Context: an optimization exercise on an open-source flow, tuned for small area, a short achievable clock period and few clock cycles per item. The choices shown serve that exercise and are no tape-out recipe. The RTL was checked by simulation tests, not by an equivalence proof against the original design. No activity file was given, so power comes from the tool's default toggle rates.

Design pfd, start of the top module:
module pfd (
  input  wire        clk,
  input  wire        rst,         
  input  wire        cmd_valid,
  output wire        cmd_ready,
  input  wire [63:0] cmd,
  input  wire [4:0]  reg_addr,
  output reg  [63:0] reg_rdata,
  input  wire [7:0]  fb_addr,
  output wire [7:0]  fb_rdata
);
Size: ~680 flip-flops, roughly 150 I/O pins, ~47000 sq um of cells after synthesis.
Settings: LEC_CHECK=0, ABC_CLOCK_PERIOD_IN_PS=8000, CAP_MARGIN=40, CORE_MARGIN=2, CORE_UTILIZATION=45, PLACE_DENSITY=0.6, SLEW_MARGIN=40; clock period 20.0 ns.
run.sh (not shown) runs the stock make flow with config.mk's settings and CLKGATE_MAP_FILE= SYNTH_SCRIPT=/design/flow/synth_recipe.tcl, a recipe that flattens the netlist after the stock synthesis.
Testbench counts at the start, summed over its fixed seeds: cycles 8,304, cmds 8,296.
Change:
Settings changed: ABC_CLOCK_PERIOD_IN_PS 8000 to not set, CORE_UTILIZATION 45 to 22, PLACE_DENSITY 0.6 to 0.3.
Non-clock buffer count came out higher by 59.
Utilization came out lower by 25 points.
Routed wire length is higher by a quarter to a third.
Change:
==> flow/flow/run.sh (new file) <==
#!/bin/bash
set -euo pipefail
export SETUP_SLACK_MARGIN=10
bash standard.sh > standard.log 2>&1
==> flow/standard.sh (new file) <==
#!/bin/bash
# synth_recipe.tcl (not shown) runs the flow's synth.tcl, then flattens the netlist and writes it again
# the make line also repeats each setting of config.mk as NAME=value (left out here)
make -C /OpenROAD-flow-scripts/flow DESIGN_CONFIG=/design/flow/config.mk WORK_HOME=/design/flow/orfs CLKGATE_MAP_FILE= SYNTH_SCRIPT=/design/flow/synth_recipe.tcl "${@:-finish}"
Settings changed: CORE_UTILIZATION 22 to 45, PLACE_DENSITY 0.3 to 0.6.
removed: flow/run.sh
=> Via count goes up by 5.6%. Count of clock-buffer cells in the layout goes down by 17. Global-route usage goes up by 20 points. Fmax goes up by 28%.

* * *

== oak ==
Another version of the RTL of pfd (not shown whole).
Size in the first run: ~6,000 cells after synthesis, roughly 150 I/O pins, roughly 44,000 µm² of cells after synthesis.
Settings: LEC_CHECK=0, ABC_AREA=1, CAP_MARGIN=40, CORE_MARGIN=2, CORE_UTILIZATION=35, PLACE_DENSITY=0.45, SLEW_MARGIN=40; clock period 20.0 ns.
standard.sh (not shown) runs the stock make flow with config.mk's settings and CLKGATE_MAP_FILE= SYNTH_SCRIPT=/design/flow/synth_recipe.tcl, a recipe that flattens the netlist after the stock synthesis.
==> flow/flow/run.sh <==
#!/bin/bash
set -euo pipefail
export SETUP_SLACK_MARGIN=10
export BUFFER_PORTS_ARGS="-buffer_cell sky130_fd_sc_hd__buf_2"
export CTS_ARGS='-sink_clustering_enable -repair_clock_nets -sink_clustering_size 24 -sink_clustering_max_diameter 100 -buf_list {sky130_fd_sc_hd__clkbuf_16 sky130_fd_sc_hd__clkbuf_8} -dont_use_dummy_load'
bash standard.sh > standard.log 2>&1
The final layout from oak, which completed every stage, passed the timing, DRC and antenna checks at the end of the flow.
Testbench counts of oak, summed over its fixed seeds: cycles 8,304, cmds 8,296.
Here is what was changed in the inputs of pine compared with oak.
==> flow/flow/run.sh <==
#!/bin/bash
set -euo pipefail
export SETUP_SLACK_MARGIN=10
export BUFFER_PORTS_ARGS="-buffer_cell sky130_fd_sc_hd__buf_2"
bash standard.sh > standard.log 2>&1
-- flow/config.mk --
<<< oak, line 11
export CORE_UTILIZATION = 35
export PLACE_DENSITY = 0.45
>>> pine, line 11
export CORE_UTILIZATION = 35
export CTS_BUF_LIST = sky130_fd_sc_hd__clkbuf_8
export CTS_CLUSTER_SIZE = 20
export PLACE_DENSITY = 0.45
==> comparison <==
- First-iteration DRC count grows by a few percent when moving from oak to pine.
- For oak, the critical path launch point was fb_addr[2], unlike pine, where it was fb_addr[3].
- Relative to oak, part of the total power dissipated in combinational logic has decreased by 4.9 points in pine.
- Overall power of the completed layout, pine and oak: larger value in pine
### pine -> birch
==> flow/flow/run.sh <==
#!/bin/bash
set -euo pipefail
export SETUP_SLACK_MARGIN=10

bash standard.sh > standard.log 2>&1
==> flow/config.mk <==
export PLATFORM = sky130hd
export DESIGN_NAME = pfd
export DESIGN_NICKNAME = pfd
export VERILOG_FILES = /design/flow/design.v
export SDC_FILE = /design/flow/constraint.sdc
export NUM_CORES = 8
export LEC_CHECK = 0
export CAP_MARGIN = 40
export CORE_MARGIN = 2
export CORE_UTILIZATION = 45
export PLACE_DENSITY = 0.6
export SLEW_MARGIN = 40
The average via count per standard cell in pine is 0.77 times that in birch.
birch ends up with higher number of global-route vias before repair than pine does.
birch against pine; cell area is up by a little under 10%.
Higher final hold slack goes to birch over pine.
Standard-cell row count, pine and birch: higher on pine
Post-synthesis to final-layout area growth in birch vs pine: up 7.4 points
Total power, pine and birch: lower on pine
Dominant combinational cell family by area after synthesis = simple AND/OR/NAND/NOR gates: pine; dominant combinational cell family by area after synthesis = compound AO/OA/AOI/OAI gates: birch
## Diff of input files: maple against birch
==> flow/flow/run.sh <==
#!/bin/bash
set -euo pipefail
export SETUP_SLACK_MARGIN=9.5
export BUFFER_PORTS_ARGS="-buffer_cell sky130_fd_sc_hd__buf_2"
export CTS_ARGS='-sink_clustering_enable -repair_clock_nets -sink_clustering_size 24 -sink_clustering_max_diameter 100 -buf_list {sky130_fd_sc_hd__clkbuf_16 sky130_fd_sc_hd__clkbuf_8} -dont_use_dummy_load'
bash standard.sh > standard.log 2>&1
-- flow/config.mk --
<<< birch, line 7
export LEC_CHECK = 0
export CAP_MARGIN = 40
export CORE_MARGIN = 2
export CORE_UTILIZATION = 45
export PLACE_DENSITY = 0.6
export SLEW_MARGIN = 40
>>> maple, line 7
export LEC_CHECK = 0
export ABC_AREA = 1
export CAP_MARGIN = 15
export CORE_MARGIN = 2
export CORE_UTILIZATION = 35
export PLACE_DENSITY = 0.45
export SLEW_MARGIN = 15
Notes after the runs:
- Compared to birch, maple has switching part of the total power 5.2 points higher.
- Measured against maple, the wire length of the first global-routing pass of birch comes out at 1.07 times the reference value.
- Changes observed in maple relative to birch: switching power down 8.2%; area of placed instances down 5.2%; routed wire length on met3 down 19,000 µm; growth of design area from synthesis to finish down 15 points; final-layout clock buffer total down about 60%.
- maple leaves less setup margin than birch.
- birch tops out at a higher clock frequency than maple.

==> static timing again, ports no longer ideal <==
The results above use ideal ports. As a check the final layouts listed here were re-extracted and re-timed, cells and wires unchanged.
Step 1 sets driving cells, clkbuf_16 on the clock port and buf_2 on the other inputs (assumed; they add their load-dependent delay and slew).
Step 2 times the ports against the registers' clock, not the clock port: input delays grow and output delays shrink by t, the midpoint of the rising clock arrivals with the driver on.
Three values: ideal, step 1, step 2; two values: the first two.
| run | t, ns | slack for setup (ns) | hold slack, ns | clock arrival spread, ns | worst register clock-pin slew, ns |
|---|---|---|---|---|---|
| the first run of note 1 | 0.744 | 7.442 / 7.480 / 6.736 | 0.443 / 0.443 / 0.443 | 0.052 / 0.052 | 0.07 / 0.07 |
| the second run of note 1 | 0.849 | 6.825 / 6.888 / 6.039 | 0.447 / 0.447 / 0.447 | 0.061 / 0.061 | 0.06 / 0.06 |
| the third run of note 1 | 0.754 | 9.747 / 9.206 / 9.121 | 0.450 / 0.450 / 0.450 | 0.025 / 0.025 | 0.07 / 0.07 |
| oak | 0.743 | 9.564 / 9.425 / 9.235 | 0.454 / 0.454 / 0.454 | 0.129 / 0.128 | 0.11 / 0.11 |
| pine | 0.986 | 9.524 / 9.361 / 9.039 | 0.452 / 0.452 / 0.452 | 0.066 / 0.065 | 0.07 / 0.07 |
| birch | 0.770 | 9.695 / 9.637 / 8.972 | 0.468 / 0.468 / 0.468 | 0.101 / 0.101 | 0.07 / 0.07 |
| maple | 0.725 | 9.367 / 9.161 / 8.702 | 0.445 / 0.445 / 0.445 | 0.159 / 0.159 | 0.11 / 0.11 |
After both steps every run listed still meets setup and hold. For the second run of note 1, which loses most, drivers alone change the setup slack by +0.063 ns; drivers and shift together by -0.786 ns.
